Context: an optimization exercise on an open-source flow, tuned for small area, a short achievable clock period and few clock cycles. The choices shown serve that exercise and are no tape-out recipe. Only simulation tests tie the RTL to the original design; equivalence was not proved. Power figures rest on the tool's default switching activity, not on a simulated workload.

## flow/design.v (module list and top-level ports; edited modules follow where they fit)
// module gdfwm_fmul: 113 lines
// module gdfwm_mul24: 1989 lines
// module gdfwm_fadd: 154 lines
// module gdfwm_chain: 337 lines
module gdfwm_chain (
    input  wire        clk,
    input  wire        rst,
    input  wire        cfg_we,
    input  wire [5:0]  cfg_addr,
    input  wire [31:0] cfg_wdata,
    input  wire        in_valid,
    output wire        in_ready,
    input  wire        in_ch,
    input  wire [31:0] in_data,
    output reg         out_valid,
    input  wire        out_ready,
    output reg         out_ch,
    output reg  [31:0] out_data
);
  // ...
==> flow/flow/run.sh <==
#!/bin/bash
set -euo pipefail
export BUFFER_PORTS_ARGS="-buffer_cell sky130_fd_sc_hd__buf_4"
bash standard.sh > standard.log 2>&1
==> flow/standard.sh <==
#!/bin/bash
# synth_recipe.tcl (not shown) runs the flow's synth.tcl, then flattens the netlist and writes it again
# the make line also repeats each setting of config.mk as NAME=value (left out here)
make -C /OpenROAD-flow-scripts/flow DESIGN_CONFIG=/design/flow/config.mk WORK_HOME=/design/flow/orfs CLKGATE_MAP_FILE= SYNTH_SCRIPT=/design/flow/synth_recipe.tcl "${@:-finish}"
==> flow/config.mk <==
export PLATFORM = sky130hd
export DESIGN_NAME = gdfwm_chain
export DESIGN_NICKNAME = gdfwm_chain
export VERILOG_FILES = /design/flow/design.v
export SDC_FILE = /design/flow/constraint.sdc
export NUM_CORES = 8
export LEC_CHECK = 0
export ABC_AREA = 1
export CAP_MARGIN = 30
export CORE_MARGIN = 2
export CORE_UTILIZATION = 45
export CTS_CLUSTER_DIAMETER = 100
export CTS_CLUSTER_SIZE = 30
export PLACE_DENSITY = 0.65
export SLEW_MARGIN = 30
==> flow/constraint.sdc <==
create_clock -name core_clock -period 25.0 [get_ports {clk}]
set_input_delay 5.0000 -clock core_clock [delete_from_list [all_inputs] [get_ports {clk}]]
set_output_delay 5.0000 -clock core_clock [all_outputs]
set_load 0.01 [all_outputs]
==> summary.txt, run 1 <==
Outcome
  – Status: complete, no violations

Final layout
  – Area Overhead vs Synth: 6.57%
  – Largest registers: coef (1440), z0 (576), z1 (576)
  – Commonest non-fill, non-tap cell in the layout: nand2_1
  – Seq Cell Count: 5782
  – Max FFs per register: 1440
  – Register share of the cell area: about two fifths
  – Multi-input gate area: 164000 sq um
  – Buffers, non-clock: 869
  – Design Area, Final: 354000 sq um

Clocking
  – Clock Root Buffer: clkbuf_16
  – CTS Hold Buffers Added: 0
  – Postcts setup bufs: 0
  – CTS sink count: 5782
  – Clock transition at path regs: 0.11 ns
  – Worst-skew pair later-pin latency: 1.12 ns

Global route
  – First-pass GRT wire length: 1840 mm
  – Pin count of the biggest net entering global routing: 139

Timing
  – Min Hold Slack: 0.297 ns

Floorplanning
  – FP Rows: ~320
  – Taps Inserted: 9827

Critical path
  – Worst Setup SP: out_data[28]$_DFFE_PP_
  – Critical path class: flip-flop to output pin
  – CP Launch Type: flip-flop
  – WP data required: around 20 ns
  – Register-to-Register Path Depth: 26

Yosys
  – Synth top area share: between 20 and 30%
  – Adder-Cell Fraction of Synth Area: 11.9%

Power
  – Sw Ratio: between 40% and 50%
  – Clk network pwr share: 16.0%
  – Switch Pwr: 16.9 mW

Placement
  – DP Worst Slack: 17.41 ns
  – Post-DP HPWL: around 930 mm
  – Area after DPL: 345000 sq um

Min path
  – Hold worst-path end: dd[5][15]$_DFF_P_

Routing
  – Wire per inst: 27.1 microns
Testbench counts, summed over its fixed seeds: cycles 23,229.
==> module gdfwm_fadd, before the edit <==
module gdfwm_fadd (
    input  wire        clk,
    input  wire [31:0] a,
    input  wire [31:0] b,
    output wire [31:0] y,
    input  wire [31:0] u,
    output wire [31:0] yc
);
    function [5:0] lzc32(input [31:0] x);
        reg       a1 [0:15]; reg v1 [0:15];
        reg [1:0] a2 [0:7];  reg v2 [0:7];
        reg [2:0] a3 [0:3];  reg v3 [0:3];
        reg [3:0] a4 [0:1];  reg v4 [0:1];
        integer i;
        begin
            for (i = 0; i < 16; i = i + 1) begin
                v1[i] = x[2*i+1] | x[2*i];
                a1[i] = ~x[2*i+1];
            end
            for (i = 0; i < 8; i = i + 1) begin
                v2[i] = v1[2*i+1] | v1[2*i];
                a2[i] = v1[2*i+1] ? {1'b0, a1[2*i+1]} : {1'b1, a1[2*i]};
            end
            for (i = 0; i < 4; i = i + 1) begin
                v3[i] = v2[2*i+1] | v2[2*i];
                a3[i] = v2[2*i+1] ? {1'b0, a2[2*i+1]} : {1'b1, a2[2*i]};
            end
            for (i = 0; i < 2; i = i + 1) begin
                v4[i] = v3[2*i+1] | v3[2*i];
                a4[i] = v3[2*i+1] ? {1'b0, a3[2*i+1]} : {1'b1, a3[2*i]};
            end
            lzc32 = v4[1] ? {1'b0, a4[1]} : (v4[0] ? {2'b01, a4[0]} : 6'd32);
        end
    endfunction
    function [4:0] tzc24(input [23:0] v);
        reg [31:0] r;
        integer i;
        begin
            for (i = 0; i < 24; i = i + 1) r[31 - i] = v[i];
            r[7:0] = 8'hFF;
            tzc24 = lzc32(r);
        end
    endfunction
    wire [7:0]  ea = a[30:23];
    wire [7:0]  eb = b[30:23];
    wire        a_nz = (ea != 8'd0);
    wire        b_nz = (eb != 8'd0);
    wire        a_max = (ea == 8'hFF);
    wire        b_max = (eb == 8'hFF);
    wire        a_fz = (a[22:0] == 23'd0);
    wire        b_fz = (b[22:0] == 23'd0);
    wire        a_nan = a_max && !a_fz;
    wire        b_nan = b_max && !b_fz;
    wire        a_inf = a_max && a_fz;
    wire        b_inf = b_max && b_fz;
    wire [7:0]  ea1 = a_nz ? ea : 8'd1;
    wire [7:0]  eb1 = b_nz ? eb : 8'd1;
    wire [23:0] ma  = {a_nz, a[22:0]};
    wire [23:0] mb  = {b_nz, b[22:0]};
    wire [8:0]  dab = {1'b0, ea1} - {1'b0, eb1};
    wire [8:0]  dba = {1'b0, eb1} - {1'b0, ea1};
    wire        swap = dab[8] || ((dab == 9'd0) && (mb > ma));
    wire [4:0]  tza = tzc24(ma);
    wire [4:0]  tzb = tzc24(mb);
    wire        lost_a = (ma != 24'd0) && ({3'b0, tza} + 8'd3 < dba[7:0]);
    wire        lost_b = (mb != 24'd0) && ({3'b0, tzb} + 8'd3 < dab[7:0]);
    wire [7:0]  d    = swap ? dba[7:0] : dab[7:0];
    reg [23:0] mx1_q, mz1_q;
    reg [4:0]  d1_q;
    reg        big1_q, lost1_q;
    reg [7:0]  ex1_q;
    reg        sub1_q, sx1_q, nan1_q, inf1_q, sinf1_q;
    always @(posedge clk) begin
        mx1_q   <= swap ? mb : ma;
        mz1_q   <= swap ? ma : mb;
        d1_q    <= d[4:0];
        big1_q  <= (d > 8'd26);
        lost1_q <= swap ? lost_a : lost_b;
        ex1_q   <= swap ? eb1 : ea1;
        sub1_q  <= a[31] ^ b[31];
        sx1_q   <= swap ? b[31] : a[31];
        nan1_q  <= a_nan || b_nan || (a_inf && b_inf && (a[31] != b[31]));
        inf1_q  <= a_inf || b_inf;
        sinf1_q <= a_inf ? a[31] : b[31];
    end
    wire [26:0] zal0 = big1_q ? 27'd0 : ({mz1_q, 3'b000} >> d1_q);
    wire [26:0] zal  = {zal0[26:1], zal0[0] | lost1_q};
    wire [27:0] sum  = {1'b0, mx1_q, 3'b000} + ({1'b0, zal} ^ {28{sub1_q}}) + {27'd0, sub1_q};
    wire [7:0]  emax = ex1_q - 8'd1;
    wire [26:0] lim  = (emax < 8'd27) ? (27'h4000000 >> emax[4:0]) : 27'd0;
    wire [5:0]  lz6  = lzc32({sum[26:0] | lim, 5'b11111});
    reg [27:0] sum_q;
    reg [4:0]  lsh_q;
    reg [7:0]  ex2_q;
    reg        sub2_q, sx2_q, nan2_q, inf2_q, sinf2_q;
    always @(posedge clk) begin
        sum_q   <= sum;
        lsh_q   <= lz6[4:0];
        ex2_q   <= ex1_q;
        sub2_q  <= sub1_q;
        sx2_q   <= sx1_q;
        nan2_q  <= nan1_q;
        inf2_q  <= inf1_q;
        sinf2_q <= sinf1_q;
    end
    wire        zero = (sum_q == 28'd0);
    wire [26:0] mn   = sum_q[27] ? {sum_q[27:2], sum_q[1] | sum_q[0]} : (sum_q[26:0] << lsh_q);
    wire [8:0]  em1  = sum_q[27] ? {1'b0, ex2_q} :
                       zero      ? 9'd0 :
                       ({1'b0, ex2_q} - {4'b0, lsh_q} - 9'd1);
    wire [23:0] sig  = mn[26:3];
    wire        rnd  = mn[2] && (mn[1] || mn[0] || sig[0]);
    wire [32:0] pk   = {1'b0, em1, 23'b0} + {9'd0, sig} + {32'd0, rnd};
    wire        sy   = (zero && sub2_q) ? 1'b0 : sx2_q;
    wire        ovf  = (pk[32:23] >= 10'd255);
    assign y = nan2_q ? 32'h7FC00000 :
               inf2_q ? {sinf2_q, 8'hFF, 23'b0} :
               ovf    ? {sy, 8'hFF, 23'b0} :
               {sy, pk[30:0]};
    wire [8:0]  em1p = em1 + 9'd1;
    wire [8:0]  bexp = sig[23] ? em1p : em1;
    wire [31:0] base = {bexp, sig[22:0]};
    wire        big  = inf2_q || (bexp >= 9'd255);      
    wire [30:0] U    = u[30:0];
    wire [30:0] Um1  = U - 31'd1;
    wire        u_nan = (u[30:23] == 8'hFF) && (u[22:0] != 0);
    wire        u_inf = (U == 31'h7F800000);
    wire        u_zero = (U == 31'd0);
    wire        gtU = big ? !u_inf && !u_nan :
                      ({1'b0, base} > {1'b0, U}) || (rnd && base == {1'b0, U});
    wire        eqU = big ? u_inf :
                      rnd ? (base == {1'b0, Um1}) && !u_zero : (base == {1'b0, U});
    wire        ltU = !gtU && !eqU;
    wire        gt1 = big || (base > 32'h3F800000) || (rnd && base == 32'h3F800000);
    wire        ys  = inf2_q ? sinf2_q : sy;
    wire        bz  = zero && u_zero;                    
    wire        c_lo = !u_nan && !bz && ((u[31] != ys) ? u[31] : (ys ? ltU : gtU));
    wire        c_hi = !u_nan && !bz && ((ys == u[31]) ? ys : (ys ? gtU : ltU));
    function [31:0] sat1(input [31:0] v);
        reg vn, g1;
        begin
            vn = (v[30:23] == 8'hFF) && (v[22:0] != 0);
            g1 = (v[30:0] > 31'h3F800000);
            sat1 = vn ? 32'h00000000 : g1 ? {v[31], 31'h3F800000} : v;
        end
    endfunction
    wire [31:0] sat_u  = sat1(u);
    wire [31:0] sat_nu = sat1({~u[31], u[30:0]});
    assign yc = nan2_q ? 32'h00000000 :
                c_lo   ? sat_u :
                c_hi   ? sat_nu :
                gt1    ? {ys, 31'h3F800000} :
                y;
endmodule
==> run 2: changes to the inputs <==
--- a/flow/design.v
+++ b/flow/design.v
@@ -2194,11 +2194,17 @@
     reg [27:0] sum_q;
     reg [4:0]  lsh_q;
     reg [7:0]  ex2_q;
+    reg signed [9:0] dU_q, dUm1_q, d127_q, d255_q;
+    wire [30:0] Um1 = u[30:0] - 31'd1;
     reg        sub2_q, sx2_q, nan2_q, inf2_q, sinf2_q;
     always @(posedge clk) begin
         sum_q   <= sum;
         lsh_q   <= lz6[4:0];
         ex2_q   <= ex1_q;
+        dU_q    <= {2'b0, ex1_q} - {2'b0, u[30:23]};
+        dUm1_q  <= {2'b0, ex1_q} - {2'b0, Um1[30:23]};
+        d127_q  <= {2'b0, ex1_q} - 10'd127;
+        d255_q  <= {2'b0, ex1_q} - 10'd255;
         sub2_q  <= sub1_q;
         sx2_q   <= sx1_q;
         nan2_q  <= nan1_q;
@@ -2219,21 +2225,37 @@
                inf2_q ? {sinf2_q, 8'hFF, 23'b0} :
                ovf    ? {sy, 8'hFF, 23'b0} :
                {sy, pk[30:0]};
-    wire [8:0]  em1p = em1 + 9'd1;
-    wire [8:0]  bexp = sig[23] ? em1p : em1;
-    wire [31:0] base = {bexp, sig[22:0]};
-    wire        big  = inf2_q || (bexp >= 9'd255);      
     wire [30:0] U    = u[30:0];
-    wire [30:0] Um1  = U - 31'd1;
     wire        u_nan = (u[30:23] == 8'hFF) && (u[22:0] != 0);
     wire        u_inf = (U == 31'h7F800000);
     wire        u_zero = (U == 31'd0);
-    wire        gtU = big ? !u_inf && !u_nan :
-                      ({1'b0, base} > {1'b0, U}) || (rnd && base == {1'b0, U});
-    wire        eqU = big ? u_inf :
-                      rnd ? (base == {1'b0, Um1}) && !u_zero : (base == {1'b0, U});
+    wire signed [9:0] k0 = $signed({5'b0, lsh_q}) + 10'sd1;    
+    wire signed [9:0] k1 = $signed({5'b0, lsh_q});             
+    function [1:0] rel(input signed [9:0] d, input signed [9:0] ka, input signed [9:0] kb,
+                       input s23, input c27, input z, input tz);
+        begin
+            if (z)        rel = {1'b0, tz};
+            else if (c27) rel = {d >= 10'sd0, d == -10'sd1};
+            else if (s23) rel = {d > kb, d == kb};
+            else          rel = {d > ka, d == ka};
+        end
+    endfunction
+    wire        c27 = sum_q[27];
+    wire [1:0]  rU   = rel(dU_q,   k0, k1, sig[23], c27, zero, u[30:23] == 8'd0);
+    wire [1:0]  rUm1 = rel(dUm1_q, k0, k1, sig[23], c27, zero, Um1[30:23] == 8'd0);
+    wire [1:0]  r127 = rel(d127_q, k0, k1, sig[23], c27, zero, 1'b0);
+    wire [1:0]  r255 = rel(d255_q, k0, k1, sig[23], c27, zero, 1'b0);
+    wire [22:0] mant = sig[22:0];
+    wire        b_gtU = rU[1] || (rU[0] && mant > U[22:0]);
+    wire        b_eqU = rU[0] && mant == U[22:0];
+    wire        b_eqUm1 = rUm1[0] && mant == Um1[22:0];
+    wire        b_gt1 = r127[1] || (r127[0] && mant != 23'd0);
+    wire        b_eq1 = r127[0] && mant == 23'd0;
+    wire        big  = inf2_q || r255[1] || r255[0];       
+    wire        gtU = big ? !u_inf && !u_nan : b_gtU || (rnd && b_eqU);
+    wire        eqU = big ? u_inf : rnd ? b_eqUm1 && !u_zero : b_eqU;
     wire        ltU = !gtU && !eqU;
-    wire        gt1 = big || (base > 32'h3F800000) || (rnd && base == 32'h3F800000);
+    wire        gt1 = big || b_gt1 || (rnd && b_eq1);
     wire        ys  = inf2_q ? sinf2_q : sy;
     wire        bz  = zero && u_zero;                    
     wire        c_lo = !u_nan && !bz && ((u[31] != ys) ? u[31] : (ys ? ltU : gtU));
--- a/flow/config.mk
+++ b/flow/config.mk
@@ -10,6 +10,6 @@
 export CORE_MARGIN = 2
 export CORE_UTILIZATION = 45
 export CTS_CLUSTER_DIAMETER = 100
-export CTS_CLUSTER_SIZE = 30
+export CTS_CLUSTER_SIZE = 25
 export PLACE_DENSITY = 0.65
 export SLEW_MARGIN = 30
==> summary.txt, run 2 <==
Outcome
  – Status: complete, no violations (unchanged)

Power
  – Total power: 35.8 mW (was 35.5 mW)
  – PwrDens: 100 nW/um^2 (about the same)
  – Leak: 149 nW (was 148 nW)
  – Peak VDD IR: 0.000118 V (was 0.000135 V)

Critical path
  – Critical path class: flip-flop to output pin (unchanged)
  – Levels on crit path: 1 (unchanged)
  – Crit-path cells: buf_4 (unchanged)
  – Slowest-stage cell, CP: dfxtp_1 (was edfxtp_1)
  – CP endpoint kind: output pin (unchanged)
  – Worst r2r dst: u_ae.big1_q$_DFF_P_ (was m1a[18]$_DFF_P_)
  – Crit path max-delay family: flip-flops (unchanged)
  – Worst Setup SP: out_valid$_SDFFE_PP0N_ (was out_data[28]$_DFFE_PP_)
  – Register-to-Register Path Depth: 25 (was 26)
  – CP max FO: 3 (was 1)
  – R2R Path Start: tp[12]$_DFF_P_ (was u_ab.lsh_q[0]$_DFF_P_)
  – CP Launch Type: flip-flop (unchanged)
  – Flop2flop setup slack: 18.59 ns (was 18.44 ns)
  – Worst Path Arrival: 1.79 ns (was 1.66 ns)
  – Buf/Inv on CP: 1 (unchanged)
  – WP data required: 20.00 ns (about the same)
  – Max incr delay on CP: 0.50 ns (was 0.44 ns)

Yosys
  – Commonest cells post-synth: nand2_1, inv_1, nand3_1 (was nand2_1, inv_1, nor2_1)
  – Unique masters post-synth: 99 (was 97)
  – Gate Count Post-Synth: 38400 (was 38200)
  – Synth warn: 63 (unchanged)
  – Main synth FF type: edfxtp_1 (unchanged)
  – EDFF count, synth: 2988 (unchanged)
  – Yosys top cell by area: edfxtp_1 (unchanged)
  – Seq/Total Area, Yosys: 43.7% (was 43.8%)
  – Area contributors post-synth: edfxtp_1, dfxtp_1, fa_1 (was edfxtp_1, dfxtp_1, nand2_1)
  – Syn avg cell area: 8.71 sq um (was 8.70 sq um)
  – Post-Syn Area: 335000 sq um (was 333000 sq um)
  – Synth top area share: 26.8% (was 27.0%)
  – Asr flop ratio synth: 0% (unchanged)
  – #FFs+latches synth: 5811 (was 5782)
  – Most frequent cell after synthesis: nand2_1 (unchanged)

Final layout
  – Commonest non-fill, non-tap cell in the layout: nand2_1 (unchanged)
  – Biggest register: coef (unchanged)
  – Largest registers: coef (1440), z0 (576), z1 (576) (unchanged)
  – Area Overhead vs Synth: 6.63% (was 6.57%)
  – Final nets: 40100 (was 39800)
  – Max FFs per register: 1440 (unchanged)
  – Layout cells sized above 1: 5.24% (was 5.22%)
  – Most frequent cells in the layout: nand2_1, inv_1, nand3_1, edfxtp_1, nor2_1 (unchanged)
  – Design Area, Final: 357000 sq um (was 354000 sq um)
  – Final Util: 48.2% (was 48.1%)

Global route
  – First-pass GRT wire length: 1810 mm (was 1840 mm)
  – Grt total ovfl: 0 (unchanged)
  – Pin count of the biggest net entering global routing: 179 (was 139)
  – GRT Total Usage: 31.9% (was 33.1%)
  – Initial antenna violation count: 99 (was 148)
  – Vias in the first global route: 269000 (was 265000)

Timing
  – Final setup fails: 0 (unchanged)
  – RSZ-0062 raised after global routing: no (unchanged)
  – Slew @ Worst Pin: 1.23 ns (about the same)
  – Final TNS setup: 0 ns (unchanged)
  – Hold Vio Cnt, Final: 0 (unchanged)
  – Skew final: 0.0714 ns (was 0.0922 ns)
  – Minimum clock period: 6.79 ns (was 6.66 ns)
  – Slew Limit Fails: 0 (unchanged)
  – Period utilization: 27.1% (was 26.7%)
  – Slew margin rel.: 17.3% (was 16.9%)
  – Fmax: 0.147 GHz (was 0.150 GHz)

Floorplanning
  – DIE HEIGHT: 867 microns (was 864 microns)
  – Die Area: 751000 sq um (was 746000 sq um)
  – Die Width: 867 microns (was 864 microns)
  – # IOs: 111 (unchanged)
  – Area of the core: 741000 sq um (was 736000 sq um)
  – Starting density of the core: 45.2% (about the same)
  – FP Rows: 316 (was 315)

Routing
  – Post-Route WL: 1250 mm (was 1290 mm)
  – DRC violations left: 0 (unchanged)
  – Wire per inst: 26.2 microns (was 27.1 microns)
  – Vias per cell: 5.96 (was 5.98)
  – Final ANT Viol Nets: 0 (unchanged)
  – Total number of vias: 284000 (about the same)
  – Pre-antenna DRT Iters: 10 (was 9)
  – DR iter-0 viols: 36000 (was 39200)

Flow run
  – Max cap viols: 0 (unchanged)

Placement
  – Area after DPL: 347000 sq um (was 345000 sq um)
  – GPL Wtd Cong: 0.993 (was 1.03)
  – I/O Buffers: 110 (unchanged)
  – Post-DP HPWL: 895 mm (was 931 mm)

Min path
  – Hold worst-path end: dd[2][5]$_DFF_P_ (was dd[5][15]$_DFF_P_)
  – WHS Path Cells: 0 (unchanged)
  – Worst hold path type: flip-flop to flip-flop (unchanged)
  – Worst hold path startpoint: dd[1][5]$_DFF_P_ (was dd[4][15]$_DFF_P_)

Clocking
  – CTS resizes: 0 (unchanged)
  – Max clock buf depth: 4 (unchanged)
  – CTS tree: built (unchanged)
  – CTS Hold Buffers Added: 0 (unchanged)
  – CTS sink count: 5811 (was 5782)
  – Worst-skew pair later-pin latency: 1.10 ns (was 1.12 ns)
  – Clock Root Buffer: clkbuf_16 (unchanged)
  – Clock transition at path regs: 0.09 ns (was 0.11 ns)
  – Number of buffers created by CTS: 305 (was 275)
  – H-tree Lvls: 5 (unchanged)
  – Postcts setup bufs: 0 (unchanged)
[run 2: cell types whose count changed after synthesis, sizes merged, moves of 44 or more]
cell,before,now
a31oi,245,294
inv,4022,4112
nand2,7253,7141
o21ai,2531,2468
nand3,3021,3202
and2,74,30
nor3,327,419
[run 2: layout make-up]
cell class	count	area, sq um
timing repair buffer	851	6770
clock buffer	432	8210
tap	9858	12300
inverter	4240	16000
sequential	5811	146000
multi-input combinational	26400	166000
fill	70400	384000
antenna	48	120
clock inverter	91	1620
[run 2: per-stage QoR]
stage               cells  hold slack, ns  setup WS (ns)
finish              47700           0.307          18.21
global route        47700           0.309          17.98
CTS                 47700           0.306          18.06
detailed placement  47100           0.312          17.57
global placement    47100           0.310          17.64
floorplan           38500           0.310          16.39
[run 2: cell families after synthesis]
group                      synth area share, %
and+or+nand+nor                           18.7
AOI/OAI and AO/OA                         12.6
buffers and inverters                     7.19
DFF                                       43.7
adders and majority gates                 12.0
xor gates and xnor gates                  5.77
muxes                                   0.0777
other                                  0.00112
[run 2: worst max-delay path by stage]
stage                                to
finish                        out_valid
CTS                           out_valid
global placement    fq[8][16]$_DFFE_PP_
floorplan            fq[0][0]$_DFFE_PP_
global route        u_ae.big1_q$_DFF_P_
detailed placement  fq[8][16]$_DFFE_PP_
[run 2: power by group]
part           switching [mW]  internal [mW]  leakage (nW)
Sequential               1.09           11.6          50.2
Clock                    3.41           2.47          4.69
Combinational            12.5           4.72          94.4
[run 2: per-layer routing]
metal	GRT usage, %	wire length [microns]
met4	14.6	69100
met2	48.5	539000
met5	0.0508	256
met3	7.09	134000
met1	43.6	507000
Testbench counts of run 2, summed over its fixed seeds: cycles 23,229.

==> afterwards: timing with drivers on the ports <==
The flow's constraints put no driver on any port. The routed layouts listed below were extracted and timed again, unchanged, in two steps.
Step 1 assumes that a clkbuf_16 drives the clock port and a buf_2 every other input.
Step 2 adds t to the input delays and takes it off the output delays; t is the mean of the earliest and latest rising clock arrival at the registers after step 1. Input paths then give back, and output paths get back, about the clock's delay inside the block.
a / b / c = ideal ports / drivers / drivers and shift; a / b = the first two.
run	shift t [ns]	slack for setup (ns)	worst setup path after step 2	clock arrival spread, ns
run 1	1.211	18.337 / 18.197 / 17.415	input to register	0.127 / 0.127
run 2	1.212	18.213 / 18.065 / 17.613	input to register	0.081 / 0.081
After both steps setup and hold are still met in every run listed. The setup slack of run 1, which loses most, moves by -0.140 ns with the drivers and by -0.922 ns with both steps.
